This design comes from an exercise in tuning for small area on the open sky130 flow, not from production work.
At most, simulation tests tie the RTL to the original design; equivalence was not proved.
The RTL of run 4 was laid out without a check of its function.
Power figures rest on the tool's default switching activity, not on a simulated workload.

$ cat flow/design.v
module cpu16_alu (
    input  wire       x,         
    input  wire       y,         
    input  wire       cin,       
    input  wire       is_and,
    input  wire       is_or,
    output wire       r,         
    output wire       cout
);
    wire s = x ^ y ^ cin;
    assign cout = (x & y) | (cin & (x ^ y));
    assign r = is_and ? (x & y) : is_or ? (x | y) : s;
endmodule
module cpu16 (
    input  wire        clk,
    input  wire        rst,           
    output wire [15:0] imem_addr,
    input  wire [15:0] imem_rdata,
    output wire [15:0] dmem_addr,
    output wire [15:0] dmem_wdata,
    output wire        dmem_we,
    input  wire [15:0] dmem_rdata,
    input  wire [3:0]  dbg_sel,
    output wire [15:0] dbg_rdata,
    output wire [15:0] pc_o,
    output wire [15:0] sp_o,
    output wire [15:0] ir_o,
    output wire [3:0]  flags_o,       
    output wire        halted,
    output wire        faulted
);
    localparam [1:0] ST_FE = 2'd0, ST_P1 = 2'd1, ST_P2 = 2'd2, ST_SW = 2'd3;
    reg [255:0] rf;           
    reg [15:0]  pc, ir, T;
    reg [8:0]   sp;           
    reg [3:0]   t;            
    reg [1:0]   st;
    reg         clr;          
    reg         fn, fz, fc, fv;
    reg         halted_r, faulted_r;
    reg         cy;           
    reg         pcy;          
    reg [3:0]   shn;          
    reg         shr;          
    wire ended = halted_r | faulted_r;
    wire run   = ~ended;
    wire [3:0] op = ir[15:12];
    wire [3:0] rd = ir[11:8];
    wire [3:0] ra = ir[7:4];
    wire [3:0] rb = ir[3:0];
    wire op_loadi = op == 4'h0;
    wire op_lui   = op == 4'h1;
    wire op_load  = op == 4'h2;
    wire op_store = op == 4'h3;
    wire op_addi  = op == 4'h4;
    wire op_sub   = op == 4'h6;
    wire op_and   = op == 4'h7;
    wire op_or    = op == 4'h8;
    wire op_shft  = op == 4'h9;
    wire op_beq   = op == 4'hA;
    wire op_bne   = op == 4'hB;
    wire op_b     = op == 4'hC;
    wire op_call  = op == 4'hD;
    wire op_ret   = op == 4'hE;
    wire op_halt  = op == 4'hF;
    wire op_alu   = (op >= 4'h4) && (op <= 4'h8);    
    wire op_addsub = (op >= 4'h4) && (op <= 4'h6);
    wire s_fe = st == ST_FE;
    wire s_p1 = st == ST_P1;
    wire s_p2 = st == ST_P2;
    wire s_sw = st == ST_SW;
    wire t0   = t == 4'd0;
    wire t15  = t == 4'd15;
    wire tsp  = (t <= 4'd8);               
    wire [3:0]  wsel = ended ? dbg_sel :
                       s_fe  ? imem_rdata[3:0] :
                       (s_p1 & op_store) ? rd : ra;
    wire [15:0] w    = rf[{wsel, 4'b0} +: 16];
    wire [31:0] w2   = {w, w};
    wire [15:0] word = w2[(5'd16 - {1'b0, t}) +: 16];    
    wire pa = w[0];                        
    wire pb = rf[{rb, 4'b0}];              
    wire       sext4 = op_addi | op_load | op_store;
    wire       sext8 = op[3] & (op[2] | op[1]);      
    wire [2:0] iidx  = (sext4 & (t[3] | t[2])) ? 3'd3 :
                       (sext8 & t[3]) ? 3'd7 : t[2:0];
    wire       ibit  = ir[iidx];
    wire sp_mode = (op_call & s_p1) | (op_ret & (s_p1 | s_p2));
    wire x   = sp_mode ? sp[0] : pa;
    wire y   = sp_mode ? (op_call & tsp) :
               sext4   ? ibit : (pb ^ op_sub);
    wire cin = t0 ? (op_sub | (op_ret & s_p2)) : cy;
    wire alu_r, cout;
    cpu16_alu u_alu (
        .x(x), .y(y), .cin(cin), .is_and(op_and), .is_or(op_or),
        .r(alu_r), .cout(cout)
    );
    wire [3:0] tidx = shr ? ~shn : (shn - 4'd1);
    wire       tap  = T[tidx];
    wire       shnz = shn != 4'd0;
    wire [7:0] ea;
    genvar gi;
    generate for (gi = 0; gi < 8; gi = gi + 1) begin : g_ea
        assign ea[gi] = T[15 - gi];
    end endgenerate
    wire oor = |T[7:0];
    wire rdbit = dmem_rdata[t];
    wire wbit = clr ? 1'b0 :
                s_p2 ? (op_shft ? tap : rdbit) :
                op_loadi ? (ibit & ~t[3]) :
                op_lui   ? ibit : alu_r;
    wire wen  = clr | (run & ((s_p1 & (op_loadi | (op_lui & t[3]) | op_alu)) |
                              (s_p2 & (op_shft | (op_load & ~oor)))));
    integer r;
    always @(posedge clk) begin
        for (r = 0; r < 16; r = r + 1)
            rf[16*r +: 16] <= {(wen & (clr | (rd == r))) ? wbit : rf[16*r],
                               rf[16*r+1 +: 15]};
    end
    wire br_take = (op_beq & fz) | (op_bne & ~fz) | op_b;
    wire pc_p1   = s_p1;
    wire pc_call = s_p2 & op_call & ~oor;
    wire pc_ret  = s_p2 & op_ret & ~oor;
    wire py      = ((pc_p1 & br_take) | pc_call) & ibit;
    wire pcin    = t0 ? pc_p1 : pcy;
    wire pc_sum  = pc[0] ^ py ^ pcin;
    wire pc_cout = (pc[0] & py) | (pcin & (pc[0] ^ py));
    wire pc_en   = clr | (run & (pc_p1 | pc_call | pc_ret));
    wire pc_in   = clr ? 1'b0 : pc_ret ? rdbit : pc_sum;
    wire sp_en   = clr ? tsp : (run & tsp & ((s_p1 & (op_call | op_ret)) | (s_p2 & op_ret & ~oor)));
    wire sp_in   = clr ? t[3] : alu_r;
    wire fetch    = run & s_fe & t15 & ~clr & (pc[15:8] == 8'h00);
    always @(posedge clk) begin
        t   <= rst ? 4'd0 : t + 4'd1;
        cy  <= cout;
        pcy <= pc_cout;
        if (fetch) begin
            ir  <= imem_rdata;
            shn <= word[3:0];
            shr <= word[15] | (word[3:0] == 4'd0);
        end
        if (pc_en) pc <= {pc_in, pc[15:1]};
        if (sp_en) sp <= {sp_in, sp[8:1]};
        if (run & s_p1 & (op_load | op_store | op_shft | op_call | op_ret))
            T <= {T[14:0], op_shft ? (pa & shr) : (alu_r & (tsp | ~sp_mode))};
        else if (run & s_p2 & op_shft)
            T <= {T[14:0], pa & ~shr};
        if (rst) begin
            st        <= ST_FE;
            clr       <= 1'b1;
            halted_r  <= 1'b0;
            faulted_r <= 1'b0;
            fn <= 1'b0; fz <= 1'b0; fc <= 1'b0; fv <= 1'b0;
        end else if (run) begin
            case (st)
                ST_FE: if (t15) begin
                    clr <= 1'b0;
                    if (~clr) begin
                        if (pc[15:8] != 8'h00) faulted_r <= 1'b1;
                        else                   st <= ST_P1;
                    end
                end else if (t0 & ~clr & op_shft & ~shr) begin
                    fc <= tap & shnz;             
                end
                ST_P1: begin
                    if (op_alu) begin
                        fn <= alu_r;
                        fz <= ~alu_r & (t0 | fz);
                        fc <= op_addsub & cout;
                        fv <= op_addsub & (cin ^ cout);
                    end
                    if (op_shft & shr & t15)
                        fc <= tap & shnz;         
                    if (t15) begin
                        if (op_halt) halted_r <= 1'b1;
                        st <= (op_load | op_shft | op_call | op_ret) ? ST_P2 :
                              op_store ? ST_SW : ST_FE;
                    end
                end
                ST_P2: begin
                    if (op_shft) begin
                        fn <= wbit;
                        fz <= ~wbit & (t0 | fz);
                        fv <= 1'b0;
                    end
                    if (t0 & (op_load | op_call | op_ret) & oor) faulted_r <= 1'b1;
                    if (t15) st <= ST_FE;
                end
                ST_SW: begin
                    if (oor) faulted_r <= 1'b1;
                    st <= ST_FE;
                end
            endcase
        end
    end
    assign dmem_we    = run & ~oor & (s_sw | (s_p2 & op_call & t0));
    assign dmem_addr  = {8'h00, ea};
    assign dmem_wdata = ir[14] ? pc : word;
    assign imem_addr = pc;
    assign dbg_rdata = word;
    assign pc_o      = pc;
    assign sp_o      = {{7{sp[8] & sp[7]}}, sp};
    assign ir_o      = ir;
    assign flags_o   = {fn, fz, fc, fv};
    assign halted    = halted_r;
    assign faulted   = faulted_r;
endmodule
$ cat flow/flow/run.sh
#!/bin/bash
# Own layout flow: the standard ORFS flow (standard.sh) with three changes:
#  - synthesis maps logic with an area-oriented ABC script (flow/abc_area.script);
#    everything else in synthesis is the standard script, so registers are unchanged;
#  - ports are buffered with the smallest buffer (buf_1);
#  - clock tree synthesis uses small clock buffers and no dummy loads.
set -euo pipefail
W=$PWD
rm -rf "$W/own_scripts"
cp -r "$FLOW_HOME/scripts" "$W/own_scripts"
cp "$W/flow/abc_area.script" "$W/own_scripts/abc_area.script"

export BUFFER_PORTS_ARGS="-buffer_cell sky130_fd_sc_hd__buf_1"
export CTS_ARGS="-sink_clustering_enable -repair_clock_nets -dont_use_dummy_load -sink_clustering_size 16 -sink_clustering_max_diameter 80 -buf_list {sky130_fd_sc_hd__clkbuf_8}"

SCRIPTS_DIR="$W/own_scripts" bash standard.sh synth > "$W/synth.log" 2>&1
bash standard.sh > "$W/layout.log" 2>&1
test -f "$W/out/final.def"
$ cat flow/flow/abc_area.script
strash
dch
amap
topo
$ cat flow/standard.sh
#!/bin/bash
# synth_recipe.tcl (not shown) runs the flow's synth.tcl, then flattens the netlist and writes it again
# the make line also repeats each setting of config.mk as NAME=value (left out here)
make -C /OpenROAD-flow-scripts/flow DESIGN_CONFIG=/design/flow/config.mk WORK_HOME=/design/flow/orfs CLKGATE_MAP_FILE= SYNTH_SCRIPT=/design/flow/synth_recipe.tcl "${@:-finish}"
$ cat flow/config.mk
export PLATFORM = sky130hd
export DESIGN_NAME = cpu16
export DESIGN_NICKNAME = cpu16
export VERILOG_FILES = /design/flow/design.v
export SDC_FILE = /design/flow/constraint.sdc
export NUM_CORES = 4
export LEC_CHECK = 0
export ABC_AREA = 1
export CAP_MARGIN = 20
export CORE_MARGIN = 2
export CORE_UTILIZATION = 60
export PLACE_DENSITY = 0.75
export SLEW_MARGIN = 20
$ cat flow/constraint.sdc
create_clock -name core_clock -period 10.0 [get_ports {clk}]
set_input_delay 2.0000 -clock core_clock [delete_from_list [all_inputs] [get_ports {clk}]]
set_output_delay 2.0000 -clock core_clock [all_outputs]
set_load 0.01 [all_outputs]
==> results of run 1 <==
[final timing paths]
kind	slack (ns)	to	start
worst max-delay path	0.99	dmem_wdata[1]	ir[14]
worst min-delay path	0.32	rf[189]	rf[190]
worst max register to register	2.18	rf[15]	ir[14]
worst min register to register	0.32	rf[189]	rf[190]
[power by group through the flow]
stage / registers, mW / clock network, mW / logic [mW]
after floorplan: 1.40 / 0 / 0.180
after global placement: 1.40 / 0 / 0.262
after detailed placement: 1.40 / 0 / 0.264
after CTS: 1.37 / 0.624 / 0.265
after global routing: 1.37 / 0.673 / 0.290
final: 1.37 / 0.615 / 0.266
[cell usage in the layout, fill, tap and decap left out, drive strengths merged, types with 2 or more instances in the layout]
cell | synthesis | layout
a2111oi | 2 | 2
a211oi | 8 | 8
a21oi | 60 | 60
a221oi | 16 | 16
a22oi | 74 | 74
a31oi | 9 | 9
a32oi | 10 | 10
buf | 42 | 159
clkbuf | 0 | 25
clkinv | 59 | 59
conb | 1 | 8
dfxtp | 271 | 271
edfxtp | 62 | 62
fa | 2 | 2
ha | 11 | 11
nand2 | 31 | 31
nor2 | 132 | 132
nor3 | 19 | 19
nor4 | 4 | 4
o21a | 10 | 10
o21ai | 17 | 17
o221a | 5 | 5
o221ai | 44 | 44
o22a | 76 | 76
o22ai | 103 | 103
o31ai | 2 | 2
o32a | 2 | 2
o32ai | 3 | 3
or2 | 8 | 8
or3 | 3 | 3
[kinds of logic (layout without fill, tap and decap cells)]
logic type,after synthesis,in the layout
AOI/OAI and AO/OA,450,450
adders and majority gates,13,13
buffers and inverters,101,243
DFF,333,333
other,1,8
and+or+nand+nor,200,200
[registers in the layout, summed over array words and instances (netlist names), 2 cells and up]
signal	count
T	16
rf	256
st	2
t	4
shn	4
ir	16
pc	16
sp	9
[worst max-delay path: cells and delay by family, from the launching register on]
family          cells  cell delay, ns
flops               1            0.67
buf+inv             7            2.38
compound gates      9            2.36
simple gates        3            0.96
[layer usage]
metal / vias to the layer above / wire (um)
li1: 4537 / -
met1: 4508 / 13000
met2: 401 / 15600
met3: 70 / 2310
met4: 0 / 928
met5: - / 0
[area by class of cell]
type	count	area, um^2
fillers	1571	6370
multi-input cells	671	4390
well taps	265	332
flip-flops and latches	333	7290
inverters	59	223
clock buffers	25	344
repair buffers	159	642
==> run_results.csv, run 1 <==
group,metric,value,unit
drt,drt-total-wl,31.8,mm
worst_setup_path,required,8.00,ns
drt,drt_iter0_drc,820,
floorplanning,core_area,0.0196,mm^2
yosys,synth_most_common_cell,"dfxtp_1",
yosys,synth-xor-area-share,0,%
timing,hold_violations,0,
global_routing,grt_use_met2,49.8,%
timing,slew_violations,0,
yosys,yosys.area.top_type,"dfxtp_1",
yosys,ys_types,41,
clocking,clockBufferDepth,3,
pwr,p_switching,0.569,mW
yosys,synth-edff-count,62,
worst_setup_path,cp_data_arrival_time,7.01,ns
yosys,netlist.area_leader.share,44.9,%
drt,dr.pass1.iters,5,
pwr,power_frac_comb,11.8,%
global_routing,grt_pass1_vias,9072,
drt,remaining_drc_errors,0,
clocking,cts_setup_buffers,0,
floorplanning,row_count,51,
pwr,p_int,1.68,mW
yosys,yosysSeqAreaShare,60.3,%
pwr,ir_worst_vdd,109,uV
floorplanning,die_w,146,um
yosys,synth-adder-area-share,1.47,%
global_routing,grt_util_met3,4.29,%
timing,fin_skew,0.0577,ns
timing,rsz0062_at_grt,"no",
timing,hold_slack,0.323,ns
clocking,cts-root-buf,"clkbuf_8",
layout,final_util,67.5,%
drt,vias_per_cell,6.29,
global_routing,grt_pass1_wl,49.1,mm
timing,max_slew_margin,29.0,%
global_routing,antenna_found_initial,0,
clocking,clk_pin_slew,0.10,ns
drt,wire_per_inst,21.0,um
layout,nNetsFinal,1300,
worst_setup_path,r2r_cells,23,
min_path,hp-class,"flip-flop to flip-flop",
pwr,p_seq_share,60.8,%
yosys,async_flop_share,0,%
global_routing,track_usage,28.7,%
clocking,cts.sinks,333,
worst_setup_path,critPathLaunchType,"flip-flop",
layout,drive_gt1_share,4.33,%
worst_setup_path,end_kind,"output pin",
run,maxCapViolations,0,
clocking,cts_resized,0,
floorplanning,dieArea,0.0213,mm^2
worst_setup_path,path_class,"flip-flop to output pin",
yosys,syn-cell-area,0.0121,mm^2
global_routing,grt_max_degree,119,
yosys,synth_seq_cells,333,
worst_setup_path,critPathMaxStageDelay,0.94,ns
timing,period_share,90.1,%
placed_design,dp_hpwl,22.0,mm
layout,fin_cells,1512,
clocking,hold_buffers,0,
floorplanning,die_y,146,um
timing,tightest_slew,1.06,ns
placed_design,placed_cell_area,0.0129,mm^2
yosys,synthFlopType,"dfxtp_1",
yosys,avgSynthCellArea,11.0,um^2
timing,worst_slack,0.995,ns
pwr,p_per_area,170,mW/mm^2
timing,fmax,0.111,GHz
worst_setup_path,crit_chain,"clkinv_1 -> buf_4 -> nand2_1 -> nor3_1 -> clkinv_1 -> a221oi_1 -> nor3_1 -> a21oi_2 -> buf_4 -> clkinv_1 -> o22a_1 -> o22ai_1 -> clkinv_1 -> o21a_1 -> o21a_1 -> o21a_1 -> o22ai_1 -> o22a_1 -> buf_1",
yosys,synth.mux.area_fraction,0,%
yosys,synth-compound-area-share,27.0,%
placed_design,preCtsSetupSlack,1.64,ns
floorplanning,ios,157,
drt,via_count,9516,
yosys,netlist_instances,1098,
timing,finalCriticalPeriod,9.01,ns
pwr,p_leak,4.47,nW
placed_design,portBuffers,148,
layout,area_growth,9.29,%
clocking,cts_buffers,25,
yosys,ys_warn_count,1,
clocking,insertion_delay,0.57,ns
pwr,p_total,2.25,mW
worst_setup_path,crit_slowest_cell,"clkinv_1",
layout,diodes,0,
pwr,p_sw_share,25.3,%
clocking,h-tree-depth,1,
placed_design,dp.cells,1487,
worst_setup_path,crit_fanout,33,
outcome,status,"timing/DRC/antenna clean",
yosys,synth_top_family_by_area,"compound AO/OA/AOI/OAI gates",
min_path,min_path_cells,0,
timing,fin_setup_tns,0,ns
placed_design,place.gp.congestion,0.964,
worst_setup_path,crit_top_cell,"clkinv_1",
global_routing,global_route.usage.met1,37.2,%
timing,finalSetupViolations,0,
clocking,cts_tree,"yes",
drt,antenna_left,0,
yosys,synthSimpleGateAreaFrac,6.77,%
floorplanning,initial_core_util,61.7,%
global_routing,overflow,0,
yosys,synthTopCellsByCount,"dfxtp_1 (271), nor2_1 (132), o22ai_1 (103)",
yosys,synth.area.top_cells,"dfxtp_1 (45%), edfxtp_1 (15%), o22a_1 (5.5%)",
pwr,clockPowerShare,27.3,%
global_routing,top_usage_layer,"met2",
layout,final_area,0.0132,mm^2
==> inputs of run 2 (changes only) <==
--- a/flow/design.v
+++ b/flow/design.v
@@ -31,3 +31,3 @@
 );
-    localparam [1:0] ST_FE = 2'd0, ST_P1 = 2'd1, ST_P2 = 2'd2, ST_SW = 2'd3;
+    localparam [1:0] ST_FE = 2'd0, ST_P1 = 2'd1, ST_P2 = 2'd2;
     reg [255:0] rf;           
@@ -67,2 +67,3 @@
     wire op_addsub = (op >= 4'h4) && (op <= 4'h6);
+    wire op_2r    = (op >= 4'h5) && (op <= 4'h8);    
     wire s_fe = st == ST_FE;
@@ -70,3 +71,2 @@
     wire s_p2 = st == ST_P2;
-    wire s_sw = st == ST_SW;
     wire t0   = t == 4'd0;
@@ -76,8 +76,18 @@
                        s_fe  ? imem_rdata[3:0] :
-                       (s_p1 & op_store) ? rd : ra;
-    wire [15:0] w    = rf[{wsel, 4'b0} +: 16];
-    wire [31:0] w2   = {w, w};
-    wire [15:0] word = w2[(5'd16 - {1'b0, t}) +: 16];    
+                       (s_p1 & op_store) ? rd :
+                       (s_p1 & op_2r) ? rb : ra;
+    wire [63:0] wq;
+    genvar gq;
+    generate for (gq = 0; gq < 4; gq = gq + 1) begin : g_wq
+        assign wq[16*gq +: 16] = wsel[1] ? (wsel[0] ? rf[64*gq+48 +: 16] : rf[64*gq+32 +: 16])
+                                         : (wsel[0] ? rf[64*gq+16 +: 16] : rf[64*gq +: 16]);
+    end endgenerate
+    wire [15:0] w    = wsel[3] ? (wsel[2] ? wq[48 +: 16] : wq[32 +: 16])
+                               : (wsel[2] ? wq[16 +: 16] : wq[0 +: 16]);
+    wire [15:0] wr0  = t[0] ? {w[14:0], w[15]} : w;
+    wire [15:0] wr1  = t[1] ? {wr0[13:0], wr0[15:14]} : wr0;
+    wire [15:0] wr2  = t[2] ? {wr1[11:0], wr1[15:12]} : wr1;
+    wire [15:0] word = t[3] ? {wr2[7:0], wr2[15:8]} : wr2;
     wire pa = w[0];                        
-    wire pb = rf[{rb, 4'b0}];              
+    wire pb = T[15];                       
     wire       sext4 = op_addi | op_load | op_store;
@@ -100,2 +110,4 @@
     wire       shnz = shn != 4'd0;
+    wire [3:0] cpos = shr ? (shn - 4'd1) : (4'd0 - shn);    
+    wire       sh_c = (t == cpos) ? (pa & shnz) : (~t0 & fc);
     wire [7:0] ea;
@@ -108,7 +120,7 @@
     wire wbit = clr ? 1'b0 :
-                s_p2 ? (op_shft ? tap : rdbit) :
+                s_p2 ? (op_shft ? tap : op_2r ? alu_r : rdbit) :
                 op_loadi ? (ibit & ~t[3]) :
                 op_lui   ? ibit : alu_r;
-    wire wen  = clr | (run & ((s_p1 & (op_loadi | (op_lui & t[3]) | op_alu)) |
-                              (s_p2 & (op_shft | (op_load & ~oor)))));
+    wire wen  = clr | (run & ((s_p1 & (op_loadi | (op_lui & t[3]) | op_addi)) |
+                              (s_p2 & (op_shft | op_2r | (op_load & ~oor)))));
     integer r;
@@ -143,5 +155,5 @@
         if (sp_en) sp <= {sp_in, sp[8:1]};
-        if (run & s_p1 & (op_load | op_store | op_shft | op_call | op_ret))
-            T <= {T[14:0], op_shft ? (pa & shr) : (alu_r & (tsp | ~sp_mode))};
-        else if (run & s_p2 & op_shft)
+        if (run & s_p1 & (op_load | op_store | op_shft | op_call | op_ret | op_2r))
+            T <= {T[14:0], (op_shft | op_2r) ? (pa & (shr | op_2r)) : (alu_r & (tsp | ~sp_mode))};
+        else if (run & s_p2 & (op_shft | op_2r))
             T <= {T[14:0], pa & ~shr};
@@ -154,2 +166,8 @@
         end else if (run) begin
+            if ((s_p1 & op_addi) | (s_p2 & (op_shft | op_2r))) begin
+                fn <= wbit;
+                fz <= ~wbit & (t0 | fz);
+                fc <= op_shft ? sh_c : (op_addsub & cout);
+                fv <= op_addsub & (cin ^ cout);
+            end
             case (st)
@@ -161,32 +179,10 @@
                     end
-                end else if (t0 & ~clr & op_shft & ~shr) begin
-                    fc <= tap & shnz;             
                 end
-                ST_P1: begin
-                    if (op_alu) begin
-                        fn <= alu_r;
-                        fz <= ~alu_r & (t0 | fz);
-                        fc <= op_addsub & cout;
-                        fv <= op_addsub & (cin ^ cout);
-                    end
-                    if (op_shft & shr & t15)
-                        fc <= tap & shnz;         
-                    if (t15) begin
-                        if (op_halt) halted_r <= 1'b1;
-                        st <= (op_load | op_shft | op_call | op_ret) ? ST_P2 :
-                              op_store ? ST_SW : ST_FE;
-                    end
+                ST_P1: if (t15) begin
+                    if (op_halt) halted_r <= 1'b1;
+                    st <= (op_load | op_store | op_shft | op_call | op_ret | op_2r) ? ST_P2 : ST_FE;
                 end
-                ST_P2: begin
-                    if (op_shft) begin
-                        fn <= wbit;
-                        fz <= ~wbit & (t0 | fz);
-                        fv <= 1'b0;
-                    end
-                    if (t0 & (op_load | op_call | op_ret) & oor) faulted_r <= 1'b1;
+                default: begin
+                    if (t0 & (op_load | op_store | op_call | op_ret) & oor) faulted_r <= 1'b1;
                     if (t15) st <= ST_FE;
-                end
-                ST_SW: begin
-                    if (oor) faulted_r <= 1'b1;
-                    st <= ST_FE;
                 end
@@ -195,3 +191,3 @@
     end
-    assign dmem_we    = run & ~oor & (s_sw | (s_p2 & op_call & t0));
+    assign dmem_we    = run & ~oor & s_p2 & t0 & (op_store | op_call);
     assign dmem_addr  = {8'h00, ea};
--- a/flow/flow/run.sh
+++ b/flow/flow/run.sh
@@ -13,3 +13,3 @@
 export BUFFER_PORTS_ARGS="-buffer_cell sky130_fd_sc_hd__buf_1"
-export CTS_ARGS="-sink_clustering_enable -repair_clock_nets -dont_use_dummy_load -sink_clustering_size 16 -sink_clustering_max_diameter 80 -buf_list {sky130_fd_sc_hd__clkbuf_8}"
+export CTS_ARGS="-sink_clustering_enable -repair_clock_nets -dont_use_dummy_load -sink_clustering_size 18 -sink_clustering_max_diameter 100 -buf_list {sky130_fd_sc_hd__clkbuf_8}"
 
--- a/flow/config.mk
+++ b/flow/config.mk
@@ -8,6 +8,6 @@
 export ABC_AREA = 1
-export CAP_MARGIN = 20
+export CAP_MARGIN = 0
 export CORE_MARGIN = 2
-export CORE_UTILIZATION = 60
-export PLACE_DENSITY = 0.75
-export SLEW_MARGIN = 20
+export CORE_UTILIZATION = 70
+export PLACE_DENSITY = 0.8
+export SLEW_MARGIN = 0
==> run_results.csv, run 2 <==
group,metric,value,unit
clocking,h-tree-depth,1,
yosys,syn-cell-area,0.0118,mm^2
layout,final_cell_mix,"dfxtp_1 (271), buf_1 (148), o22ai_1 (131)",
worst_setup_path,rrSetupSlack,1.81,ns
clocking,clk_pin_slew,0.11,ns
timing,hold_violations,0,
timing,finalSetupViolations,0,
placed_design,dp.cells,1405,
global_routing,grt_max_degree,101,
global_routing,antenna_found_initial,0,
floorplanning,die_w,134,um
clocking,insertion_delay,0.54,ns
layout,nNetsFinal,1260,
floorplanning,die_y,134,um
min_path,hp-class,"flip-flop to flip-flop",
yosys,ys_types,37,
worst_setup_path,required,8.00,ns
floorplanning,core_area,0.0166,mm^2
pwr,p_leak,4.44,nW
clocking,cts-root-buf,"clkbuf_8",
yosys,yosysSeqAreaShare,61.5,%
layout,drive_gt1_share,3.56,%
yosys,netlist_instances,1058,
timing,finalCriticalPeriod,9.22,ns
global_routing,overflow,0,
drt,vias_per_cell,6.55,
clocking,clockBufferDepth,3,
floorplanning,ios,157,
placed_design,place.gp.congestion,0.999,
placed_design,placed_cell_area,0.0125,mm^2
floorplanning,row_count,47,
drt,drt-total-wl,29.6,mm
worst_setup_path,r2r_cells,28,
timing,fin_setup_tns,0,ns
timing,slew_violations,0,
global_routing,track_usage,31.9,%
worst_setup_path,crit_fanout,100,
clocking,cts_buffers,22,
timing,period_share,92.2,%
clocking,cts_tree,"yes",
yosys,avgSynthCellArea,11.2,um^2
timing,fin_skew,0.0362,ns
clocking,cts_resized,0,
yosys,ys_warn_count,1,
yosys,netlist.area_leader.share,45.8,%
worst_setup_path,cp_data_arrival_time,7.22,ns
yosys,synth.area.top_cells,"dfxtp_1 (46%), edfxtp_1 (16%), o22ai_1 (7.1%)",
placed_design,portBuffers,148,
layout,diodes,0,
yosys,synth-edff-count,62,
layout,nFillCells,1150,
floorplanning,dieArea,0.0180,mm^2
placed_design,dp_hpwl,20.0,mm
yosys,async_flop_share,0,%
timing,rsz0062_at_grt,"no",
global_routing,grt_pass1_wl,45.5,mm
outcome,status,"timing/DRC/antenna clean",
yosys,synth_seq_cells,333,
worst_setup_path,reg2reg_to,"fn",
worst_setup_path,endpoint,"dmem_wdata[15]",
yosys,yosys.area.top_type,"dfxtp_1",
worst_setup_path,critPathLaunchType,"flip-flop",
pwr,p_per_area,167,mW/mm^2
drt,antenna_left,0,
layout,final_area,0.0128,mm^2
run,maxCapViolations,0,
timing,tightest_slew,1.03,ns
clocking,cts_setup_buffers,0,
layout,area_growth,8.43,%
drt,dr.pass1.iters,6,
clocking,hold_buffers,0,
clocking,cts.sinks,333,
timing,max_slew_margin,31.5,%
min_path,min_path_cells,0,
drt,wire_per_inst,20.8,um
placed_design,preCtsSetupSlack,1.42,ns
drt,remaining_drc_errors,0,
yosys,synthTopCellsByCount,"dfxtp_1 (271), o22ai_1 (134), nor2_1 (123)",
layout,largest_reg_flops,256,
drt,drt_iter0_drc,908,
layout,fin_cells,1427,
global_routing,grt_pass1_vias,8609,
floorplanning,initial_core_util,71.5,%
layout,layout_commonest_cell,"dfxtp_1",
timing,fmax,0.108,GHz
worst_setup_path,startpoint,"ir[14]",
yosys,synth_most_common_cell,"dfxtp_1",
pwr,ir_worst_vdd,162,uV
worst_setup_path,end_kind,"output pin",
drt,via_count,9349,
worst_setup_path,path_class,"flip-flop to output pin",
yosys,synthFlopType,"dfxtp_1",
timing,worst_slack,0.781,ns
layout,largest_register,"rf",
worst_setup_path,r2r_start,"ir[14]",
[run 2: cell types whose count changed in the layout (fill, tap and decap cells not counted), moves of 9 or more]
cell	delta
a221oi_1	-11
a31oi_1	+11
o21ai_0	+9
clkinv_1	-11
a32oi_1	-9
a21oi_1	-12
o221a_1	+10
o22ai_1	+31
o221ai_1	-12
[run 2: cell families after synthesis]
| family | after synthesis | share of synthesized area [%] |
|---|---|---|
| AND/OR/NAND/NOR | 182 | 6.23 |
| flip-flops | 333 | 61.5 |
| adder cells (fa/ha/maj) | 13 | 1.50 |
| AO/OA/AOI/OAI | 439 | 26.6 |
| buffers and inverters | 90 | 4.18 |
| other | 1 | 0.0316 |
[run 2: critical path, stage by stage (launching register included)]
cell and delay [ns]:
edfxtp_1 0.84, clkinv_1 0.71, nand2_1 0.29, nor2_1 0.09, a31oi_1 0.30, nor2_1 0.17
o22ai_1 0.14, a22oi_1 0.10, o22ai_1 0.17, nand2_1 0.12, o21ai_4 0.30, buf_4 0.90
o22ai_1 0.16, a221oi_1 0.34, nor3_1 0.08, a21oi_1 0.54, a21oi_1 0.19, o22a_1 0.25
o22a_1 0.21, o22ai_1 0.24, clkinv_1 0.15, a21oi_1 0.16, buf_1 0.18
[run 2: cell type report]
class | count | area, um^2 | share of cell area [%]
Sequential cell | 333 | 7290 | 56.7
Multi-Input combinational cell | 642 | 4140 | 32.2
Timing Repair Buffer | 162 | 661 | 5.14
Clock buffer | 22 | 303 | 2.36
Tap cell | 220 | 275 | 2.14
Inverter | 48 | 181 | 1.41
[run 2: how the worst min path moves through the flow]
stage                  from  endpoint  slack (ns)
global placement     rf[13]    rf[12]        0.33
floorplan             rf[1]     rf[0]        0.33
detailed placement  rf[201]   rf[200]        0.34
CTS                 rf[238]   rf[237]        0.33
global route         rf[93]    rf[92]        0.33
finish              rf[125]   rf[124]        0.33
[run 2: layer usage]
metal  vias to the layer above  GRT usage, %  part of all wire [%]
li1                       4395             -                     -
met4                         0          13.0                   4.2
met5                         -             0                     0
met3                        82          4.50                   7.7
met1                      4429          44.4                    42
met2                       443          51.1                    46
[run 2: power by group]
part / switching (mW) / internal (mW) / total, mW
clock: 0.381 / 0.199 / 0.579
sequential: 0.00572 / 1.37 / 1.37
combinational: 0.131 / 0.0702 / 0.201
total: 0.517 / 1.63 / 2.15
[run 2: metrics by stage]
stage | hold WS (ns) | power (mW) | utilization [%]
floorplan | 0.331 | 1.54 | -
global placement | 0.333 | 1.60 | 75.6
detailed placement | 0.337 | 1.60 | 75.6
CTS | 0.332 | 2.15 | 77.5
global route | 0.332 | 2.22 | 77.5
finish | 0.334 | 2.15 | 77.5
==> inputs of run 3 (changes only) <==
--- a/flow/design.v
+++ b/flow/design.v
@@ -78,10 +78,4 @@
                        (s_p1 & op_2r) ? rb : ra;
-    wire [63:0] wq;
-    genvar gq;
-    generate for (gq = 0; gq < 4; gq = gq + 1) begin : g_wq
-        assign wq[16*gq +: 16] = wsel[1] ? (wsel[0] ? rf[64*gq+48 +: 16] : rf[64*gq+32 +: 16])
-                                         : (wsel[0] ? rf[64*gq+16 +: 16] : rf[64*gq +: 16]);
-    end endgenerate
-    wire [15:0] w    = wsel[3] ? (wsel[2] ? wq[48 +: 16] : wq[32 +: 16])
-                               : (wsel[2] ? wq[16 +: 16] : wq[0 +: 16]);
+    wire [15:0] w;
+    cpu16_wmux u_wmux (.rf(rf), .sel(wsel), .w(w));
     wire [15:0] wr0  = t[0] ? {w[14:0], w[15]} : w;
@@ -203 +197,23 @@
 endmodule
+module cpu16_wmux (
+    input  wire [255:0] rf,
+    input  wire [3:0]   sel,
+    output wire [15:0]  w
+);
+    wire [15:0] oh = 16'b1 << sel;
+    genvar i, g;
+    generate for (i = 0; i < 16; i = i + 1) begin : g_bit
+        wire [15:0] tm;
+        for (g = 0; g < 16; g = g + 1) begin : g_term
+            assign tm[g] = rf[16*g+i] & oh[g];
+        end
+        wire [5:0] n;
+        assign n[0] = ~(tm[0]  | tm[1]  | tm[2]);
+        assign n[1] = ~(tm[3]  | tm[4]  | tm[5]);
+        assign n[2] = ~(tm[6]  | tm[7]  | tm[8]);
+        assign n[3] = ~(tm[9]  | tm[10] | tm[11]);
+        assign n[4] = ~(tm[12] | tm[13] | tm[14]);
+        assign n[5] = ~tm[15];
+        assign w[i] = ~(&n);
+    end endgenerate
+endmodule
--- a/flow/flow/run.sh
+++ b/flow/flow/run.sh
@@ -2,3 +2,5 @@
 # Own layout flow: the standard ORFS flow (standard.sh) with three changes:
-#  - synthesis maps logic with an area-oriented ABC script (flow/abc_area.script);
+#  - synthesis maps logic with area-oriented ABC scripts: the word mux module
+#    cpu16_wmux (kept as a module until the end of synthesis, then flattened as
+#    usual) with flow/abc_mux.script, the rest with flow/abc_area.script;
 #    everything else in synthesis is the standard script, so registers are unchanged;
@@ -11,2 +13,14 @@
 cp "$W/flow/abc_area.script" "$W/own_scripts/abc_area.script"
+cp "$W/flow/abc_mux.script" "$W/own_scripts/abc_mux.script"
+python3 - "$W/own_scripts/synth.tcl" <<'PY'
+import sys
+p = sys.argv[1]
+s = open(p).read()
+old = "  log_cmd abc {*}$abc_args\n"
+assert s.count(old) == 1
+new = ("  log_cmd abc {*}[lreplace $abc_args 1 1 $::env(SCRIPTS_DIR)/abc_mux.script] cpu16_wmux\n"
+       + old)
+open(p, "w").write(s.replace(old, new))
+PY
+export SYNTH_KEEP_MODULES=cpu16_wmux
 
==> flow/flow/abc_mux.script (new file) <==
strash
&get -n
&dch
&nf -R 1000
&put
topo
==> run_results.csv, run 3 <==
group,metric,value,unit
pwr,clockPowerShare,27.7,%
yosys,netlist.area_leader.share,47.8,%
clocking,cts-root-buf,"clkbuf_8",
timing,finalSetupViolations,0,
floorplanning,core_area,0.0159,mm^2
timing,slew_violations,0,
pwr,ir_worst_vdd,137,uV
clocking,cts.sinks,333,
drt,vias_per_cell,6.67,
worst_setup_path,crit_fanout,23,
layout,largest_reg_flops,256,
pwr,p_total,2.06,mW
pwr,p_int,1.60,mW
yosys,ys_warn_count,1,
yosys,avgSynthCellArea,11.6,um^2
pwr,p_per_area,167,mW/mm^2
layout,final_cell_mix,"dfxtp_1 (271), buf_1 (148), nor2_1 (124)",
layout,area_growth,8.98,%
drt,antenna_left,0,
layout,fin_cells,1343,
pwr,p_leak,4.34,nW
timing,tightest_slew,1.28,ns
global_routing,grt_max_degree,29,
drt,wire_per_inst,22.0,um
timing,hold_violations,0,
drt,remaining_drc_errors,0,
layout,nNetsFinal,1180,
layout,layout_commonest_cell,"dfxtp_1",
yosys,syn-cell-area,0.0114,mm^2
yosys,synth-edff-count,62,
drt,wl_met1,12.4,mm
timing,fin_skew,0.0444,ns
timing,fmax,0.107,GHz
clocking,h-tree-depth,1,
yosys,netlist_instances,976,
placed_design,dp_hpwl,21.3,mm
worst_setup_path,cp_data_arrival_time,7.36,ns
yosys,async_flop_share,0,%
global_routing,overflow,0,
placed_design,place.gp.congestion,0.931,
timing,period_share,93.6,%
global_routing,track_usage,33.9,%
timing,finalCriticalPeriod,9.36,ns
placed_design,preCtsSetupSlack,1.41,ns
pwr,p_sw_share,22.3,%
yosys,ys_types,39,
pwr,power_frac_comb,5.7,%
outcome,status,"timing/DRC/antenna clean",
floorplanning,die_w,131,um
floorplanning,dieArea,0.0173,mm^2
drt,drt_iter0_drc,1476,
timing,rsz0062_at_grt,"no",
global_routing,grt_pass1_wl,46.5,mm
clocking,cts_setup_buffers,0,
placed_design,dp.cells,1321,
worst_setup_path,critPathLaunchType,"flip-flop",
drt,routed.top_layer,"met4",
yosys,synthTopCellsByCount,"dfxtp_1 (271), nor2_1 (124), a222oi_1 (80)",
clocking,clk_pin_slew,0.11,ns
yosys,synthFlopType,"dfxtp_1",
drt,via_count,8952,
clocking,hold_buffers,0,
clocking,insertion_delay,0.56,ns
yosys,synth_most_common_cell,"dfxtp_1",
placed_design,portBuffers,148,
yosys,yosysSeqAreaShare,64.1,%
clocking,clockBufferDepth,3,
floorplanning,ios,157,
drt,dr.pass1.iters,12,
worst_setup_path,rrSetupSlack,2.12,ns
floorplanning,initial_core_util,71.5,%
pwr,p_switching,0.460,mW
clocking,cts_resized,0,
placed_design,placed_cell_area,0.0121,mm^2
clocking,cts_buffers,22,
run,maxCapViolations,0,
pwr,p_seq_share,66.5,%
min_path,hp-class,"flip-flop to flip-flop",
timing,max_slew_margin,14.4,%
layout,final_area,0.0124,mm^2
timing,fin_setup_tns,0,ns
worst_setup_path,required,8.00,ns
layout,largest_register,"rf",
timing,worst_slack,0.640,ns
drt,wl_met2,13.1,mm
worst_setup_path,path_class,"flip-flop to output pin",
yosys,synth.area.top_cells,"dfxtp_1 (48%), edfxtp_1 (16%), a222oi_1 (7.0%)",
layout,drive_gt1_share,4.26,%
yosys,yosys.area.top_type,"dfxtp_1",
global_routing,grt_pass1_vias,8412,
floorplanning,row_count,46,
yosys,synth_seq_cells,333,
global_routing,antenna_found_initial,0,
floorplanning,die_y,131,um
drt,wl_met3,3.39,mm
layout,diodes,0,
drt,drt-total-wl,29.6,mm
clocking,cts_tree,"yes",
worst_setup_path,end_kind,"output pin",
[run 3: cell count changes in the layout (fill, tap and decap cells not counted), moves of 14 or more]
cell | before | now
a222oi_1 | 0 | 80
o22ai_1 | 131 | 51
a22oi_1 | 76 | 11
o22a_1 | 71 | 42
o221ai_1 | 32 | 8
nand3_1 | 2 | 21
a31oi_1 | 20 | 2
nand2_1 | 31 | 48
a22o_1 | 0 | 16
and4_1 | 1 | 16
o221a_1 | 15 | 1
[run 3: modules after synthesis (local to each module, per instance)]
| module | flip-flops and latches | area [um^2] | cells inside |
|---|---|---|---|
| cpu16_wmux | 0 | 1210 | 148 |
| cpu16 | 333 | 10100 | 828 |
[run 3: cell families (layout without fill, tap and decap cells)]
kind of cell    count (synthesis)  count (layout)  synth area share (%)
other cells                     1               8                0.0330
buf+inv                        93             237                  4.46
fa+ha+maj                      13              13                  1.56
flops                         333             333                  64.1
compound gates                289             289                  19.9
simple gates                  247             247                  9.94
[run 3: worst paths after layout]
path / start / to / cells past startpoint
max: ir[14] / dmem_wdata[15] / 24
min: rf[120] / rf[119] / 0
max reg2reg: ir[14] / fn / 29
min reg2reg: rf[120] / rf[119] / 0
[run 3: cell type report]
cell class	count	area [um^2]
Clock buffer	22	303
Timing Repair Buffer	164	676
Tap cell	216	270
Inverter	51	191
Sequential cell	333	7290
Fill cell	1039	3500
Multi-Input combinational cell	557	3650
[run 3: power by group through the flow]
stage / combinational [mW] / sequential [mW] / clock [mW]
final: 0.118 / 1.37 / 0.573
after global routing: 0.127 / 1.37 / 0.628
after CTS: 0.115 / 1.37 / 0.580
after detailed placement: 0.114 / 1.40 / 0
after global placement: 0.112 / 1.40 / 0
after floorplan: 0.0731 / 1.40 / 0
[run 3: layer usage]
layer | GRT usage, % | vias up
met5 | 0 | -
met4 | 8.76 | 0
met3 | 7.02 | 74
met2 | 51.5 | 581
met1 | 50.4 | 4259
li1 | - | 4038
[run 3: worst max-delay path, stage by stage, from the launching register on]
cell,delay [ns]
edfxtp_1,0.87
clkinv_1,0.70
nand2_1,0.29
nor2_1,0.09
clkinv_1,0.06
o21ai_0,0.14
clkinv_1,0.11
nor2_1,0.09
clkinv_1,0.09
o22ai_1,0.06
o22ai_1,0.16
a22oi_1,0.11
o21ai_1,0.86
nand3_1,0.21
nor2_1,0.82
a222oi_1,0.38
and4_1,0.31
nand3_1,0.10
o22ai_1,0.10
o22a_1,0.26
o22a_1,0.18
o22ai_1,0.22
clkinv_1,0.13
o21ai_0,0.28
buf_1,0.19
[run 3: through the flow]
| stage | util, % | hold WS (ns) |
|---|---|---|
| floorplan | - | 0.330 |
| global placement | 76.0 | 0.332 |
| detailed placement | 76.0 | 0.335 |
| CTS | 77.9 | 0.311 |
| global route | 77.9 | 0.311 |
| finish | 77.9 | 0.313 |
==> inputs of run 4 (changes only) <==
--- a/flow/design.v
+++ b/flow/design.v
@@ -31,3 +31,3 @@
 );
-    localparam [1:0] ST_FE = 2'd0, ST_P1 = 2'd1, ST_P2 = 2'd2;
+    localparam [1:0] ST_FE = 2'd0, ST_P1 = 2'd1, ST_P2 = 2'd2, ST_CL = 2'd3;
     reg [255:0] rf;           
@@ -37,3 +37,2 @@
     reg [1:0]   st;
-    reg         clr;          
     reg         fn, fz, fc, fv;
@@ -67,3 +66,2 @@
     wire op_addsub = (op >= 4'h4) && (op <= 4'h6);
-    wire op_2r    = (op >= 4'h5) && (op <= 4'h8);    
     wire s_fe = st == ST_FE;
@@ -71,2 +69,3 @@
     wire s_p2 = st == ST_P2;
+    wire clr  = st == ST_CL;               
     wire t0   = t == 4'd0;
@@ -77,3 +76,3 @@
                        (s_p1 & op_store) ? rd :
-                       (s_p1 & op_2r) ? rb : ra;
+                       (s_p1 & op_alu) ? rb : ra;
     wire [15:0] w;
@@ -114,7 +113,7 @@
     wire wbit = clr ? 1'b0 :
-                s_p2 ? (op_shft ? tap : op_2r ? alu_r : rdbit) :
+                s_p2 ? (op_shft ? tap : op_alu ? alu_r : rdbit) :
                 op_loadi ? (ibit & ~t[3]) :
                 op_lui   ? ibit : alu_r;
-    wire wen  = clr | (run & ((s_p1 & (op_loadi | (op_lui & t[3]) | op_addi)) |
-                              (s_p2 & (op_shft | op_2r | (op_load & ~oor)))));
+    wire wen  = clr | (run & ((s_p1 & (op_loadi | (op_lui & t[3]))) |
+                              (s_p2 & (op_shft | op_alu | (op_load & ~oor)))));
     integer r;
@@ -137,3 +136,3 @@
     wire sp_in   = clr ? t[3] : alu_r;
-    wire fetch    = run & s_fe & t15 & ~clr & (pc[15:8] == 8'h00);
+    wire fetch    = run & s_fe & t15 & (pc[15:8] == 8'h00);
     always @(posedge clk) begin
@@ -149,9 +148,8 @@
         if (sp_en) sp <= {sp_in, sp[8:1]};
-        if (run & s_p1 & (op_load | op_store | op_shft | op_call | op_ret | op_2r))
-            T <= {T[14:0], (op_shft | op_2r) ? (pa & (shr | op_2r)) : (alu_r & (tsp | ~sp_mode))};
-        else if (run & s_p2 & (op_shft | op_2r))
+        if (run & s_p1 & (op_load | op_store | op_shft | op_call | op_ret | op_alu))
+            T <= {T[14:0], (op_shft | op_alu) ? (pa & (shr | op_alu)) : (alu_r & (tsp | ~sp_mode))};
+        else if (run & s_p2 & (op_shft | op_alu))
             T <= {T[14:0], pa & ~shr};
         if (rst) begin
-            st        <= ST_FE;
-            clr       <= 1'b1;
+            st        <= ST_CL;
             halted_r  <= 1'b0;
@@ -160,3 +158,3 @@
         end else if (run) begin
-            if ((s_p1 & op_addi) | (s_p2 & (op_shft | op_2r))) begin
+            if (s_p2 & (op_shft | op_alu)) begin
                 fn <= wbit;
@@ -167,8 +165,6 @@
             case (st)
+                ST_CL: if (t15) st <= ST_FE;
                 ST_FE: if (t15) begin
-                    clr <= 1'b0;
-                    if (~clr) begin
-                        if (pc[15:8] != 8'h00) faulted_r <= 1'b1;
-                        else                   st <= ST_P1;
-                    end
+                    if (pc[15:8] != 8'h00) faulted_r <= 1'b1;
+                    else                   st <= ST_P1;
                 end
@@ -176,5 +172,5 @@
                     if (op_halt) halted_r <= 1'b1;
-                    st <= (op_load | op_store | op_shft | op_call | op_ret | op_2r) ? ST_P2 : ST_FE;
+                    st <= (op_load | op_store | op_shft | op_call | op_ret | op_alu) ? ST_P2 : ST_FE;
                 end
-                default: begin
+                ST_P2: begin
                     if (t0 & (op_load | op_store | op_call | op_ret) & oor) faulted_r <= 1'b1;
--- a/flow/config.mk
+++ b/flow/config.mk
@@ -10,4 +10,4 @@
 export CORE_MARGIN = 2
-export CORE_UTILIZATION = 70
-export PLACE_DENSITY = 0.8
+export CORE_UTILIZATION = 60
+export PLACE_DENSITY = 0.7
 export SLEW_MARGIN = 0
==> run_results.csv, run 4 <==
group,metric,value,unit
layout,nFillCells,1467,
global_routing,track_usage,27.0,%
worst_setup_path,crit_fanout,23,
yosys,yosysSeqAreaShare,64.0,%
layout,final_cell_mix,"dfxtp_1 (270), buf_1 (148), nor2_1 (126)",
run,maxCapViolations,0,
yosys,synthTopCellsByCount,"dfxtp_1 (270), nor2_1 (127), a222oi_1 (82)",
floorplanning,row_count,50,
timing,period_share,92.0,%
timing,slew_violations,0,
worst_setup_path,reg2reg_to,"fn",
pwr,ir_worst_vdd,196,uV
clocking,cts_buffers,22,
drt,drt_iter0_drc,1199,
worst_setup_path,rrSetupSlack,2.24,ns
yosys,ys_warn_count,1,
worst_setup_path,cp_data_arrival_time,7.20,ns
worst_setup_path,r2r_start,"ir[14]",
yosys,synth_most_common_cell,"dfxtp_1",
timing,finalCriticalPeriod,9.20,ns
yosys,avgSynthCellArea,11.6,um^2
clocking,cts.sinks,332,
timing,fin_setup_tns,0,ns
yosys,synthFlopType,"dfxtp_1",
global_routing,grt_pass1_wl,42.4,mm
min_path,hold_path_end,"rf[150]",
drt,wire_per_inst,20.7,um
timing,rsz0062_at_grt,"no",
clocking,cts-root-buf,"clkbuf_8",
worst_setup_path,end_kind,"output pin",
timing,tightest_slew,1.14,ns
clocking,h-tree-depth,1,
drt,drt-total-wl,28.2,mm
timing,max_slew_margin,23.7,%
layout,nNetsFinal,1182,
clocking,insertion_delay,0.55,ns
yosys,synth.area.top_cells,"dfxtp_1 (48%), edfxtp_1 (16%), a222oi_1 (7.2%)",
layout,diodes,0,
clocking,clk_pin_slew,0.12,ns
layout,drive_gt1_share,4.61,%
clocking,cts_tree,"yes",
placed_design,place.gp.congestion,0.951,
floorplanning,core_area,0.0186,mm^2
placed_design,placed_cell_area,0.0121,mm^2
placed_design,preCtsSetupSlack,1.23,ns
floorplanning,dieArea,0.0200,mm^2
clocking,hold_buffers,0,
layout,area_growth,9.43,%
floorplanning,die_w,142,um
yosys,synth_seq_cells,332,
drt,via_count,8610,
floorplanning,die_y,142,um
min_path,hold_start,"rf[151]",
outcome,status,"timing/DRC/antenna clean",
pwr,p_leak,4.43,nW
yosys,async_flop_share,0,%
layout,final_util,66.6,%
global_routing,grt_pass1_vias,7601,
yosys,syn-cell-area,0.0113,mm^2
layout,layout_commonest_cell,"dfxtp_1",
global_routing,antenna_found_initial,0,
yosys,netlist_instances,975,
layout,final_area,0.0124,mm^2
drt,antenna_left,0,
timing,worst_slack,0.796,ns
drt,vias_per_cell,6.32,
placed_design,dp_hpwl,20.6,mm
timing,fmax,0.109,GHz
yosys,netlist.area_leader.share,47.6,%
layout,largest_register,"rf",
layout,largest_reg_flops,256,
floorplanning,initial_core_util,60.9,%
worst_setup_path,path_class,"flip-flop to output pin",
worst_setup_path,required,8.00,ns
worst_setup_path,r2r_cells,26,
worst_setup_path,critPathLaunchType,"flip-flop",
pwr,p_per_area,348,mW/mm^2
yosys,synth-edff-count,62,
yosys,ys_types,42,
timing,hold_violations,0,
min_path,hp-class,"flip-flop to flip-flop",
yosys,yosys.area.top_type,"dfxtp_1",
drt,dr.pass1.iters,9,
timing,fin_skew,0.0617,ns
floorplanning,ios,157,
placed_design,portBuffers,148,
global_routing,overflow,0,
min_path,min_path_cells,0,
clocking,clockBufferDepth,3,
drt,remaining_drc_errors,0,
timing,finalSetupViolations,0,
global_routing,grt_max_degree,29,
run 4: changes by cell type after synthesis, sizes merged, moves of 2 or more:
| cell | previous run | this run |
|---|---|---|
| clkinv | 51 | 44 |
| nor4 | 8 | 10 |
| o32ai | 3 | 1 |
| a222oi | 80 | 82 |
| nor2 | 124 | 127 |
| o22a | 42 | 40 |
| nor3 | 15 | 13 |
| o21a | 2 | 0 |
| a211oi | 4 | 0 |
| nand2 | 48 | 53 |
| a31oi | 2 | 4 |
| o21ai | 22 | 25 |
run 4: power breakdown:
part	total (mW)	switching [mW]	internal (mW)
clock network	0.570	0.371	0.199
logic	1.39	0.882	0.507
registers	2.36	0.352	2.01
run 4: worst max path at each step:
stage	from	endpoint	slack [ns]
4_1_cts	ir[14]	dmem_wdata[15]	0.63
2_1_floorplan	ir[14]	dmem_wdata[15]	1.80
3_3_place_gp	ir[14]	dmem_wdata[15]	1.54
5_1_grt	ir[14]	dmem_wdata[15]	0.12
6_report	ir[14]	dmem_wdata[15]	0.80
3_5_place_dp	ir[14]	dmem_wdata[15]	1.23
run 4: cell type report:
type	count	area [um^2]	area share (%)
Inverter	44	169	1.36
Sequential cell	332	7270	58.5
Tap cell	234	293	2.36
Timing Repair Buffer	166	691	5.56
Multi-Input combinational cell	564	3690	29.7
Clock buffer	22	303	2.44
run 4: routing by layer:
layer	up-vias	GRT usage, %	part of all wire, %
li1	4046	-	-
met1	4138	42.8	47
met2	392	39.4	43
met3	34	3.98	8.5
met4	0	5.74	1.9
met5	-	0	0
run 4: critical path, stage by stage, from the launching register on:
cell and delay [ns]:
edfxtp_1 0.91, clkinvlp_4 0.60, nor2_1 0.45, nor2_1 0.17, nor2_1 0.30, clkinv_1 0.19
o221ai_1 0.22, o21ai_0 0.11, a221oi_1 0.28, nor2_1 0.24, nor2b_1 0.25, and3_1 0.66
a222oi_1 0.24, and4_1 0.25, nand3_1 0.31, o22ai_1 0.16, o22a_1 0.26, o22a_1 0.22
o22ai_1 0.22, clkinv_1 0.14, o21ai_0 0.26, buf_1 0.19
run 4: repair_timing:
item / in CTS / in global routing
buffers inserted: 0 / 0
resized for setup: 0 / 3
setup endpoints to repair: 0 / 2
run 4: stage by stage:
step                cells  total power [mW]  hold WS, ns
floorplan             982              3.21        0.330
global placement     1340              3.74        0.332
detailed placement   1340              3.74        0.335
CTS                  1362              4.31        0.312
global route         1362              4.55        0.313
finish               1362              4.32        0.311
run 4: Yosys stat by module, one instance, submodules excluded:
module | area [um^2] | copies in the design
cpu16_wmux | 1210 | 1
cpu16 | 10100 | 1
run 4: cells by family after synthesis:
| logic type | after synthesis | synth area share [%] |
|---|---|---|
| flops | 332 | 64.0 |
| fa+ha+maj | 14 | 1.68 |
| buf+inv | 86 | 4.23 |
| compound gates | 286 | 19.7 |
| other cells | 1 | 0.0331 |
| simple gates | 256 | 10.3 |
==> inputs of run 5 (changes only) <==
--- a/flow/design.v
+++ b/flow/design.v
@@ -114,4 +114,3 @@
                 s_p2 ? (op_shft ? tap : op_alu ? alu_r : rdbit) :
-                op_loadi ? (ibit & ~t[3]) :
-                op_lui   ? ibit : alu_r;
+                (ibit & (op[0] | ~t[3]));           
     wire wen  = clr | (run & ((s_p1 & (op_loadi | (op_lui & t[3]))) |
==> flow/flow/abc_area.script (replaced) <==
strash
dch
amap -F 20 -A 40
topo
==> run_results.csv, run 5 <==
group,metric,value,unit
layout,nFillCells,1481,
global_routing,overflow,0,
global_routing,antenna_found_initial,1,
timing,slew_violations,0,
floorplanning,core_area,0.0186,mm^2
timing,hold_violations,0,
layout,drive_gt1_share,4.43,%
drt,via_count,8553,
placed_design,placed_cell_area,0.0120,mm^2
yosys,async_flop_share,0,%
clocking,clk_pin_slew,0.10,ns
timing,finalSetupViolations,0,
layout,diodes,0,
floorplanning,row_count,50,
outcome,status,"timing/DRC/antenna clean",
yosys,yosysSeqAreaShare,64.3,%
floorplanning,die_w,141,um
timing,fin_setup_tns,0,ns
layout,final_util,66.5,%
floorplanning,initial_core_util,60.8,%
timing,fin_skew,0.0506,ns
pwr,p_leak,4.26,nW
clocking,insertion_delay,0.57,ns
drt,vias_per_cell,6.38,
yosys,netlist_instances,953,
drt,remaining_drc_errors,0,
yosys,ys_types,41,
worst_setup_path,required,8.00,ns
layout,area_growth,9.30,%
yosys,synthFlopType,"dfxtp_1",
worst_setup_path,rrSetupSlack,2.85,ns
drt,antenna_left,0,
clocking,cts-root-buf,"clkbuf_8",
yosys,synth.area.top_cells,"dfxtp_1 (48%), edfxtp_1 (16%), a222oi_1 (7.2%)",
run,maxCapViolations,0,
drt,drt-total-wl,28.6,mm
worst_setup_path,path_class,"flip-flop to output pin",
layout,final_area,0.0123,mm^2
layout,multi_input_area,0.00360,mm^2
layout,largest_register,"rf",
timing,rsz0062_at_grt,"no",
layout,largest_reg_flops,256,
timing,tightest_slew,1.21,ns
placed_design,portBuffers,148,
global_routing,track_usage,28.2,%
floorplanning,ios,157,
global_routing,grt_pass1_wl,44.3,mm
yosys,ys_warn_count,1,
layout,final_cell_mix,"dfxtp_1 (270), buf_1 (148), a222oi_1 (81)",
yosys,synth_seq_cells,332,
layout,layout_commonest_cell,"dfxtp_1",
floorplanning,dieArea,0.0199,mm^2
min_path,hp-class,"flip-flop to flip-flop",
clocking,h-tree-depth,1,
clocking,cts_tree,"yes",
worst_setup_path,critPathLaunchType,"flip-flop",
timing,finalCriticalPeriod,8.76,ns
global_routing,grt_pass1_vias,7705,
yosys,synth_most_common_cell,"dfxtp_1",
worst_setup_path,end_kind,"output pin",
yosys,netlist.area_leader.share,47.8,%
timing,fmax,0.114,GHz
layout,ff_latch_area,0.00727,mm^2
placed_design,dp.cells,1318,
worst_setup_path,crit_fanout,25,
floorplanning,die_y,141,um
yosys,syn-cell-area,0.0113,mm^2
yosys,synth-edff-count,62,
placed_design,dp_hpwl,20.9,mm
clocking,cts_buffers,22,
clocking,hold_buffers,0,
drt,drt_iter0_drc,1053,
placed_design,preCtsSetupSlack,1.88,ns
global_routing,grt_max_degree,30,
timing,worst_slack,1.24,ns
clocking,cts_resized,0,
worst_setup_path,cp_data_arrival_time,6.76,ns
clocking,cts.sinks,332,
yosys,avgSynthCellArea,11.9,um^2
yosys,yosys.area.top_type,"dfxtp_1",
timing,period_share,87.6,%
placed_design,place.gp.congestion,0.967,
layout,nNetsFinal,1160,
yosys,synthTopCellsByCount,"dfxtp_1 (270), a222oi_1 (81), nand2_1 (72)",
drt,wire_per_inst,21.4,um
timing,max_slew_margin,19.0,%
drt,dr.pass1.iters,7,
pwr,p_per_area,290,mW/mm^2
clocking,clockBufferDepth,3,
pwr,ir_worst_vdd,174,uV
layout,fin_cells,1340,
clocking,cts_setup_buffers,0,
run 5: metrics by stage:
stage / hold slack (ns) / power, mW
3_5_place_dp: 0.335 / 3.01
4_1_cts: 0.313 / 3.58
2_1_floorplan: 0.330 / 2.62
6_report: 0.311 / 3.58
3_3_place_gp: 0.334 / 3.01
5_1_grt: 0.304 / 3.77
run 5: worst max-delay path, stage by stage (launching register included):
cell	delay, ns
edfxtp_1	0.33
buf_4	0.27
clkinv_1	0.50
nor2_1	0.42
nor2_1	0.13
nor2_1	0.28
clkinv_1	0.19
o221ai_1	0.19
o21ai_0	0.11
a22oi_1	0.19
o21ai_0	0.09
buf_4	0.19
nor2b_1	0.19
nor3b_2	0.97
a222oi_1	0.20
and4_1	0.28
nand3_1	0.24
o22ai_1	0.16
o22a_1	0.26
o22a_1	0.22
o22ai_1	0.21
clkinv_1	0.14
o21ai_0	0.26
buf_1	0.19
run 5: routing by layer:
| metal | global-route usage (%) | wire [um] |
|---|---|---|
| met1 | 44.0 | 13300 |
| met4 | 6.21 | 488 |
| met3 | 4.72 | 2540 |
| met2 | 41.4 | 12300 |
| met5 | 0 | 0 |
run 5: path summary, 6_finish.rpt:
check,startpoint,to,cells past startpoint
hold reg to reg,rf[148],rf[147],0
hold / removal,rf[148],rf[147],0
setup reg to reg,ir[14],rf[111],25
setup / recovery,ir[14],dmem_wdata[15],23
run 5: cells by family (layout without fill, tap and decap cells):
kind of cell    count (synthesis)  in the layout  synth area share [%]
compound gates                298            298                  20.4
fa+ha+maj                      14             14                  1.68
buf+inv                        95            241                  4.55
flops                         332            332                  64.3
other cells                     1              8                0.0332
simple gates                  213            213                  9.06
run 5: cell type report:
class / count / share of cell area (%)
sequential: 332 / 58.8
inverter: 53 / 1.61
clock buffer: 22 / 2.45
tap: 234 / 2.37
multi-input combinational: 533 / 29.1
timing repair buffer: 166 / 5.59
run 5: report_power, final:
group	switching (mW)	internal [mW]
Sequential	0.229	1.76
Combinational	0.670	0.342
Clock	0.375	0.199
Total	1.27	2.30
run 5: per-module statistics from Yosys (local to each module, per instance):
module | cells inside | times used
cpu16 | 805 | 1
cpu16_wmux | 148 | 1
==> inputs of run 6 (changes only) <==
--- a/flow/design.v
+++ b/flow/design.v
@@ -103,4 +103,3 @@
     wire       shnz = shn != 4'd0;
-    wire [3:0] cpos = shr ? (shn - 4'd1) : (4'd0 - shn);    
-    wire       sh_c = (t == cpos) ? (pa & shnz) : (~t0 & fc);
+    wire       sh_cap = op_shft & ((s_p1 & shr & t15) | (s_fe & ~shr & t0));
     wire [7:0] ea;
@@ -140,4 +139,7 @@
         pcy <= pc_cout;
+        if (rst)
+            ir[15] <= 1'b0;                     
+        else if (fetch)
+            ir <= imem_rdata;
         if (fetch) begin
-            ir  <= imem_rdata;
             shn <= word[3:0];
@@ -160,5 +162,6 @@
                 fz <= ~wbit & (t0 | fz);
-                fc <= op_shft ? sh_c : (op_addsub & cout);
+                if (op_alu) fc <= op_addsub & cout;
                 fv <= op_addsub & (cin ^ cout);
             end
+            if (sh_cap) fc <= tap & shnz;
             case (st)
==> run_results.csv, run 6 <==
group,metric,value,unit
floorplanning,dieArea,0.0197,mm^2
yosys,synth.area.top_cells,"dfxtp_1 (49%), edfxtp_1 (16%), a222oi_1 (7.2%)",
placed_design,portBuffers,148,
pwr,p_switching,1.30,mW
clocking,insertion_delay,0.55,ns
timing,fmax,0.108,GHz
timing,period_share,92.3,%
layout,multi_input_area,0.00345,mm^2
pwr,p_int,2.37,mW
worst_setup_path,critPathLaunchType,"flip-flop",
global_routing,track_usage,27.7,%
pwr,p_sw_share,35.3,%
min_path,hp-class,"flip-flop to flip-flop",
timing,finalSetupViolations,0,
yosys,synthTopCellsByCount,"dfxtp_1 (271), a222oi_1 (80), nor2_1 (66)",
clocking,cts_tree,"yes",
timing,hold_violations,0,
drt,drt_iter0_drc,1082,
pwr,p_seq_share,57.0,%
floorplanning,die_w,140,um
outcome,status,"timing/DRC/antenna clean",
global_routing,grt_pass1_wl,43.0,mm
yosys,synth-edff-count,61,
clocking,clockBufferDepth,3,
drt,dr.pass1.iters,10,
layout,largest_register,"rf",
layout,nNetsFinal,1130,
floorplanning,row_count,49,
worst_setup_path,cp_data_arrival_time,7.23,ns
layout,final_cell_mix,"dfxtp_1 (271), buf_1 (148), a222oi_1 (80)",
floorplanning,initial_core_util,61.7,%
layout,layout_commonest_cell,"dfxtp_1",
drt,drt-total-wl,28.1,mm
clocking,cts_buffers,22,
clocking,cts_setup_buffers,0,
layout,nFillCells,1413,
worst_setup_path,crit_fanout,22,
layout,drive_gt1_share,4.55,%
yosys,async_flop_share,0,%
worst_setup_path,path_class,"flip-flop to output pin",
drt,antenna_left,0,
yosys,yosysSeqAreaShare,65.1,%
yosys,synth_seq_cells,332,
yosys,netlist_instances,925,
timing,finalCriticalPeriod,9.23,ns
layout,diodes,0,
pwr,p_leak,4.19,nW
yosys,ys_types,42,
drt,via_count,8432,
worst_setup_path,required,8.00,ns
yosys,yosys.area.top_type,"dfxtp_1",
clocking,hold_buffers,0,
timing,tightest_slew,1.19,ns
clocking,cts_resized,0,
drt,remaining_drc_errors,0,
clocking,cts.sinks,332,
layout,largest_reg_flops,256,
global_routing,antenna_found_initial,0,
layout,ff_latch_area,0.00726,mm^2
placed_design,dp_hpwl,20.2,mm
pwr,p_per_area,301,mW/mm^2
yosys,synthFlopType,"dfxtp_1",
run,maxCapViolations,0,
yosys,avgSynthCellArea,12.1,um^2
yosys,netlist.area_leader.share,48.6,%
clocking,cts-root-buf,"clkbuf_8",
drt,vias_per_cell,6.45,
yosys,ys_warn_count,1,
clocking,clk_pin_slew,0.11,ns
pwr,p_total,3.67,mW
yosys,syn-cell-area,0.0112,mm^2
pwr,ir_worst_vdd,189,uV
global_routing,grt_max_degree,30,
floorplanning,die_y,140,um
floorplanning,core_area,0.0181,mm^2
pwr,power_frac_comb,27.3,%
clocking,h-tree-depth,1,
yosys,synth_most_common_cell,"dfxtp_1",
layout,area_growth,9.37,%
floorplanning,ios,157,
worst_setup_path,end_kind,"output pin",
timing,fin_setup_tns,0,ns
drt,wire_per_inst,21.5,um
placed_design,place.gp.congestion,0.941,
timing,rsz0062_at_grt,"no",
timing,max_slew_margin,20.5,%
global_routing,grt_pass1_vias,7751,
pwr,clockPowerShare,15.8,%
global_routing,overflow,0,
timing,slew_violations,0,
timing,fin_skew,0.0617,ns
## run 6: cell types whose count changed in the layout (fill, tap and decap cells not counted), moves of 5 or more
cell,change
o32ai_1,+6
nor2_1,+10
o221ai_1,+7
nand2_1,-30
o22ai_1,-5
o21ai_0,-14
a21oi_1,+16
o22a_1,-7
nand4_1,-5
## run 6: kinds of logic after synthesis
| group | synth area share, % |
|---|---|
| DFF | 65.1 |
| AOI/OAI and AO/OA | 20.7 |
| and+or+nand+nor | 8.01 |
| buffers and inverters | 4.68 |
| adders and majority gates | 1.48 |
| other | 0.0336 |
## run 6: per-module statistics from Yosys, one instance, submodules excluded
module	area (um^2)	copies in the design
cpu16_wmux	1210	1
cpu16	9940	1
## run 6: layout make-up
| cell class | instances | area share (%) |
|---|---|---|
| Inverter | 55 | 1.69 |
| Clock buffer | 22 | 2.48 |
| Tap cell | 229 | 2.35 |
| Timing Repair Buffer | 166 | 5.66 |
| Sequential cell | 332 | 59.5 |
| Multi-Input combinational cell | 503 | 28.3 |
## run 6: final timing paths
check | cells past startpoint | slack (ns) | endpoint | start
hold reg to reg | 0 | 0.30 | rf[30] | rf[31]
hold / removal | 0 | 0.30 | rf[30] | rf[31]
setup reg to reg | 25 | 2.31 | fn | ir[14]
setup / recovery | 20 | 0.77 | dmem_wdata[15] | ir[14]
## run 6: worst max-delay path, stage by stage (launching register included)
cell,delay (ns)
edfxtp_1,0.88
clkinv_1,0.75
nor2_1,0.37
nor2_1,0.17
nor2_1,0.30
clkinv_1,0.19
o221ai_1,0.22
o21ai_0,0.12
a22oi_1,0.20
o21ai_1,0.35
nor3b_2,1.07
a222oi_1,0.20
and4_1,0.29
nand3_1,0.17
o22ai_1,0.12
o22a_1,0.26
o22a_1,0.22
o22ai_1,0.20
clkinv_1,0.12
o21ai_0,0.28
buf_1,0.19
## run 6: metrics by stage
step | cell area [um^2] | util, % | hold WS, ns | std cells | setup WS (ns)
after floorplan | 11200 | - | 0.330 | 932 | 1.87
after global placement | 11900 | 65.8 | 0.334 | 1285 | 1.75
after CTS | 12200 | 67.4 | 0.303 | 1307 | 0.820
final | 12200 | 67.4 | 0.302 | 1307 | 0.765
after global routing | 12200 | 67.4 | 0.304 | 1307 | 0.0566
after detailed placement | 11900 | 65.8 | 0.336 | 1285 | 1.40
## run 6: layer usage
layer	vias to the layer above	GRT usage (%)	share of wire [%]
li1	3920	-	-
met1	3994	42.1	45
met2	471	40.8	42
met3	47	5.57	10
met4	0	6.75	2.2
met5	-	0	0
## run 6: power by group through the flow
stage	sequential (mW)	clock, mW	combinational (mW)
global placement	2.10	0	0.988
floorplan	2.03	0	0.665
finish	2.09	0.578	1.00
global route	2.13	0.633	1.09
detailed placement	2.11	0	0.992
CTS	2.08	0.587	0.998

==> what the ideal ports hide <==
Ports are ideal in the flow. The routed layouts listed here were re-timed in OpenROAD.
Step 1: set_driving_cell puts a clkbuf_16 on clk and a buf_2 on each other input, an assumption about the parent block.
Step 2 moves the port delays by t, midway between the first and last clock arrival at a register: inputs arrive t later, outputs are due t later. That takes back most of the time a late clock gives input paths.
a / b / c = ideal / step 1 / step 2; a / b = the first two.
| run | shift t [ns] | setup WS [ns] | hold slack, ns |
|---|---|---|---|
| run 1 | 0.584 | 0.995 / 0.954 / 1.538 | 0.323 / 0.323 / 0.323 |
| run 2 | 0.573 | 0.781 / 0.739 / 1.312 | 0.334 / 0.334 / 0.334 |
| run 3 | 0.574 | 0.640 / 0.603 / 1.177 | 0.313 / 0.313 / 0.313 |
| run 4 | 0.565 | 0.796 / 0.752 / 1.317 | 0.311 / 0.311 / 0.311 |
| run 5 | 0.582 | 1.241 / 1.201 / 1.782 | 0.311 / 0.311 / 0.311 |
| run 6 | 0.564 | 0.765 / 0.722 / 1.286 | 0.302 / 0.302 / 0.302 |
After both steps every run listed still meets setup and hold.
